Background: an optimization exercise with open tools, aiming at small area, a short achievable clock period and few clock cycles. Do not read the settings as production practice. In this exercise RTL edits were held to simulation tests only and were not proved equivalent to the original. Power and IR drop assume default switching activity.

File: design/flow/config.mk
export PLATFORM = sky130hd
export DESIGN_NAME = huff_tree
export DESIGN_NICKNAME = huff_tree
export VERILOG_FILES = /design/flow/design.v
export SDC_FILE = /design/flow/constraint.sdc
export NUM_CORES = 4
export LEC_CHECK = 0
export CAP_MARGIN = 30
export CORE_MARGIN = 2
export CORE_UTILIZATION = 40
export SLEW_MARGIN = 40
File: design/flow/run.sh
#!/bin/bash
# synth_recipe.tcl (not shown) runs the flow's synth.tcl, then flattens the netlist and writes it again
# the make line also repeats each setting of config.mk as NAME=value (left out here)
make -C /OpenROAD-flow-scripts/flow DESIGN_CONFIG=/design/flow/config.mk WORK_HOME=/design/flow/orfs CLKGATE_MAP_FILE= SYNTH_SCRIPT=/design/flow/synth_recipe.tcl finish
File: design/flow/design.v
module huff_tree #(
    parameter K  = 16,   
    parameter FW = 12,   
    parameter SW = 16    
) (
    input  wire           clk,
    input  wire           rst,
    input  wire           cmd_valid,
    output wire           cmd_ready,
    input  wire [4:0]     k_cnt,
    input  wire [K*FW-1:0] freqs,
    output wire           out_valid,
    input  wire           out_ready,
    output wire           out_end,
    output wire [4:0]     out_left,
    output wire [4:0]     out_right,
    output wire [SW-1:0]  out_freq
);
    localparam NN = 2*K - 1;    
    localparam S_IDLE = 3'd0;
    localparam S_POP1 = 3'd1;
    localparam S_POP2 = 3'd2;
    localparam S_EMIT = 3'd3;
    localparam S_END  = 3'd4;
    reg [2:0]    state;
    reg [SW-1:0] nf  [0:NN-1];    
    reg [NN-1:0] inq;             
    reg [4:0]    cnt;             
    reg [4:0]    qn;              
    reg [4:0]    s;               
    reg          found;
    reg [4:0]    best;
    reg [SW-1:0] bestf;
    reg [4:0]    x, y;            
    integer      q;
    wire [SW-1:0] sf = nf[s];
    wire          take = inq[s] && (!found || sf < bestf);
    wire [4:0]    pick = take ? s : best;      
    wire          scan_done = (s == cnt - 5'd1);
    assign cmd_ready = (state == S_IDLE);
    assign out_valid = (state == S_EMIT) || (state == S_END);
    assign out_end   = (state == S_END);
    assign out_left  = (state == S_END) ? cnt - 5'd1 : x;
    assign out_right = y;
    assign out_freq  = (state == S_END) ? nf[cnt - 5'd1] : nf[x] + nf[y];
    always @(posedge clk) begin
        if (rst) begin
            state <= S_IDLE;
            inq   <= {NN{1'b0}};
            cnt   <= 5'd0;
            qn    <= 5'd0;
            s     <= 5'd0;
            found <= 1'b0;
            best  <= 5'd0;
            bestf <= {SW{1'b0}};
            x     <= 5'd0;
            y     <= 5'd0;
        end else begin
            case (state)
            S_IDLE: begin
                if (cmd_valid) begin
                    for (q = 0; q < K; q = q + 1)
                        nf[q] <= {{(SW-FW){1'b0}}, freqs[q*FW +: FW]};
                    for (q = 0; q < NN; q = q + 1)
                        inq[q] <= (q < k_cnt);
                    cnt   <= k_cnt;
                    qn    <= k_cnt;
                    s     <= 5'd0;
                    found <= 1'b0;
                    state <= (k_cnt > 5'd1) ? S_POP1 : S_END;
                end
            end
            S_POP1, S_POP2: begin
                if (take) begin
                    found <= 1'b1;
                    best  <= s;
                    bestf <= sf;
                end
                if (scan_done) begin
                    inq[pick] <= 1'b0;
                    s         <= 5'd0;
                    found     <= 1'b0;
                    if (state == S_POP1) begin
                        x     <= pick;
                        state <= S_POP2;
                    end else begin
                        y     <= pick;
                        state <= S_EMIT;
                    end
                end else begin
                    s <= s + 5'd1;
                end
            end
            S_EMIT: begin
                if (out_ready) begin
                    nf[cnt]  <= nf[x] + nf[y];
                    inq[cnt] <= 1'b1;
                    cnt      <= cnt + 5'd1;
                    qn       <= qn - 5'd1;
                    state    <= (qn == 5'd2) ? S_END : S_POP1;
                end
            end
            S_END: begin
                if (out_ready)
                    state <= S_IDLE;
            end
            default: state <= S_IDLE;
            endcase
        end
    end
endmodule
File: design/flow/constraint.sdc
create_clock -name core_clock -period 10.0 [get_ports {clk}]
set_input_delay 2.0000 -clock core_clock [delete_from_list [all_inputs] [get_ports {clk}]]
set_output_delay 2.0000 -clock core_clock [all_outputs]
set_load 0.01 [all_outputs]
==> metrics.cfg <==
[outcome]
status=no timing/DRC/antenna violations

[synth]
yosys.cell_types.count=79
synth_most_common_cell=mux4_2
ys_ff_latch=608
syn-cell-area_mm2=0.0407
synth_area_leaders=edfxtp_1 38%, mux4_2 35%, dfxtp_1 4.7%
syn_nets=3141
synth_top_area_share_pct=37.7
synth_ff_type=edfxtp_1
ys_warn_count=1
seq_area_frac_synth_pct=42.5
synth_edf_count=512
ys_top_cells_by_count=635 x mux4_2, 512 x edfxtp_1, 338 x nand2_1
synthArstFlopShare_pct=0
syn_inst=2899
avgSynthCellArea_um2=14.1
synth_area_leader_cell=edfxtp_1

[setup_path]
path_cells=buf_12 -> buf_4 -> mux4_2 -> mux4_2 -> mux2_2 -> ha_1 -> o21a_1 -> nor2_1 -> nor3_1 -> o31ai_1 -> o21ai_0 -> a21o_1 -> o21ai_0 -> clkdlybuf4s50_1
slowest_stage=dfxtp_4
cp-end-kind=primary output
critPathRequiredTime_ns=8.00
r2r_cells=20
critical_path_class=flip-flop to primary output
critPathArrivalTime_ns=6.66
rrSetupSlack_ns=2.46
crit_fanout=38
cpPeakStageDelay_ns=0.70
timing.rr.end=inq[28]
start_kind=flip-flop
critical_path.top_delay_family=compound AO/OA/AOI/OAI gates
critPathBufInv=3

[placed_design]
place_congestion=0.978
dp_slack_ns=2.16
place_hpwl_um=112000
portBuffers=229

[job]
cap_violations=0

[global_route]
grt_max_degree=85
grt_antenna_before_repair=2
grt_pass1_vias=31212
track_usage_pct=31.2
grt_pass1_wl_um=231000
overflow=0

[sta]
max_freq_mhz=115
fin_crit_ns=8.66
maxSlewHeadroom_pct=39.4
setup_slack_ns=1.34
skew_ns=0.0332
setup-tns-final_ns=0
period_share_pct=86.6
slew_violations=0
setup_viol=0
tightest_slew_ns=0.909
grt_setup_unrepaired=no
final_hold_viol_count=0

[pwr]
powerDensity_mw_per_mm2=158
ir_drop_mv=0.106
p_leak_nw=15.1

[clocking]
clock_sinks=608
post-cts-setup-buffers=0
cts_buffers=73
htree_num_levels=3
insertion_delay_ns=0.67
max-clock-path-buffers=3
clk_pin_slew_worst_paths_ns=0.06
cts-root-buf=clkbuf_16
cts_resized=0
tritoncts=done
ctsHoldBuffers=0

[die]
num_io_pins=230
die-height_um=323
fp.dieW_um=323
coreArea_mm2=0.101
initial_core_util_pct=40.2
rows=117
die_area_mm2=0.104

[routing]
routedWlPerCell_um=36.4
antenna_left=0
vias=31555
viasPerCell=7.07
dr.pass1.iters=5
routed_wl_um=163000
drtIter0Drc=4396
drc=0

[final_layout]
nets=3284
drive_gt1_share_pct=32.9
n_fill_cell=8669
area_growth_pct=16.8
num_antenna_cells=0

[worst_hold_path]
whs_path_depth=2
min_delay_worst_endpoint=inq[11]
worstHoldStart=inq[11]
hold_path_class=flip-flop to flip-flop

[routing by layer]
layer	up-vias	global-route usage, %	share of wire [%]	wire length (um)
met1	16176	39.3	35	57100
met5	-	0	0	0
met3	554	7.42	11	18300
met2	2710	47.4	45	73500
li1	12115	-	-	-
met4	0	22.6	8.4	13600
[cells by family (layout without fill, tap and decap cells)]
family / after synthesis / count (layout) / synth area share, %
mux: 761 / 761 / 38.5
simple gates: 656 / 656 / 6.76
flops: 608 / 608 / 42.5
compound gates: 476 / 476 / 6.91
buf+inv: 326 / 525 / 3.27
fa+ha+maj: 41 / 41 / 1.28
xor+xnor: 31 / 31 / 0.789
[stage by stage]
step	instance area [um2]	instances	power, mW	utilization (%)	hold WS (ns)
floorplan	40700	2899	4.11	-	0.432
global placement	44600	4309	4.80	44.0	0.453
detailed placement	45200	4334	4.85	44.5	0.462
CTS	47600	4465	7.53	46.9	0.473
global route	47600	4466	7.74	46.9	0.493
finish	47600	4466	7.54	46.9	0.470
[registers in the layout, indices dropped and copies added, names as in the netlist, named ones only]
signal  count
qn          5
y           5
cnt         5
best        5
found       1
inq        31
nf        512
bestf      16
x           5
state       3
s           5
[power breakdown]
part	leakage [nW]	switching, mW	internal [mW]
Sequential	5.49	0.132	2.91
Clock	1.15	1.16	1.55
Combinational	8.40	1.04	0.758
[worst max path at each step]
stage	from	to	slack (ns)	cells past startpoint
after floorplan	flip-flop	out_freq[11]	2.95	17
after global placement	flip-flop	out_freq[12]	1.83	16
after detailed placement	flip-flop	out_freq[15]	2.16	15
after CTS	flip-flop	out_freq[12]	1.43	19
after global routing	flip-flop	out_freq[12]	0.98	19
final	flip-flop	out_freq[13]	1.34	14
[layout make-up]
type / count / area (um2) / share of cell area (%)
multi-input cells: 1965 / 22400 / 47.1
well taps: 1368 / 1710 / 3.60
flip-flops and latches: 608 / 17300 / 36.4
clock inverters: 41 / 488 / 1.02
repair buffers: 339 / 3570 / 7.51
inverters: 55 / 206 / 0.434
clock buffers: 90 / 1890 / 3.97
[cells in the final DEF (no fill, tap or decap), types with 7 or more instances in the layout]
master,netlist,routed
clkinv_2,0,11
nand3_1,27,26
nand4_1,13,13
clkbuf_16,0,74
buf_8,2,9
and3_1,10,10
edfxtp_1,512,512
nor2_4,0,14
mux2i_1,38,38
ha_1,40,39
a21o_1,9,9
o21ai_0,235,234
a31oi_1,20,20
clkinv_1,0,8
clkbuf_1,193,17
dfxtp_1,96,82
xnor2_2,1,7
o31ai_1,8,8
nand2_2,0,9
buf_12,0,15
buf_16,0,9
dfxtp_4,0,9
buf_4,0,74
and2_1,14,14
mux2_2,86,86
inv_1,54,54
clkdlybuf4s50_1,0,228
a22oi_1,13,13
nor2_1,184,167
nor3_1,29,29
nand2_1,338,329
mux4_2,635,635
o21ai_1,6,7
o211ai_1,12,12
xnor2_1,15,8
bufinv_16,0,7
o21a_1,7,7
a21oi_1,90,90
a211oi_1,25,25
o22ai_1,7,7
[worst register-to-register path: stages (launching register included)]
cell and delay (ns):
dfxtp_4 0.64, buf_12 0.30, buf_4 0.41, mux4_2 0.57
mux4_2 0.63, mux2_2 0.36, ha_1 0.31, nand4_1 0.25
a221oi_1 0.47, o21ai_0 0.41, o21ai_4 0.59, mux2_2 0.36
inv_1 0.06, ha_1 0.34, nor2_1 0.18, a21boi_0 0.19
a31oi_1 0.06, mux2i_1 0.60, nor2b_1 0.33, a21oi_1 0.10
a211o_1 0.28
Testbench counts, summed over its fixed seeds: cycles 107,124.

afterwards: timing with drivers on the ports:
The flow's constraints put no driver on any port. The routed layout listed below was extracted and timed again, unchanged, in two steps. Step 1 (the two cells are an assumption about what drives the block):
set clk [get_ports {clk}]
set_driving_cell -lib_cell sky130_fd_sc_hd__clkbuf_16 $clk
set_driving_cell -lib_cell sky130_fd_sc_hd__buf_2 [delete_from_list [all_inputs] $clk]
Step 2 adds t to the input delays and takes it off the output delays; t is the mean of the earliest and latest rising clock arrival at the registers after step 1. Input paths then give back, and output paths get back, about the clock's delay inside the block. Three values: no drivers, after step 1, after step 2; two values: the first two.
t, ns: 0.721
slack for setup (ns): 1.340 / 1.268 / 1.989
worst slew at a driven data input, ns: 0.07
After both steps setup and hold are still met in this run. For this run, drivers alone change the setup slack by -0.072 ns; drivers and shift together by +0.649 ns.
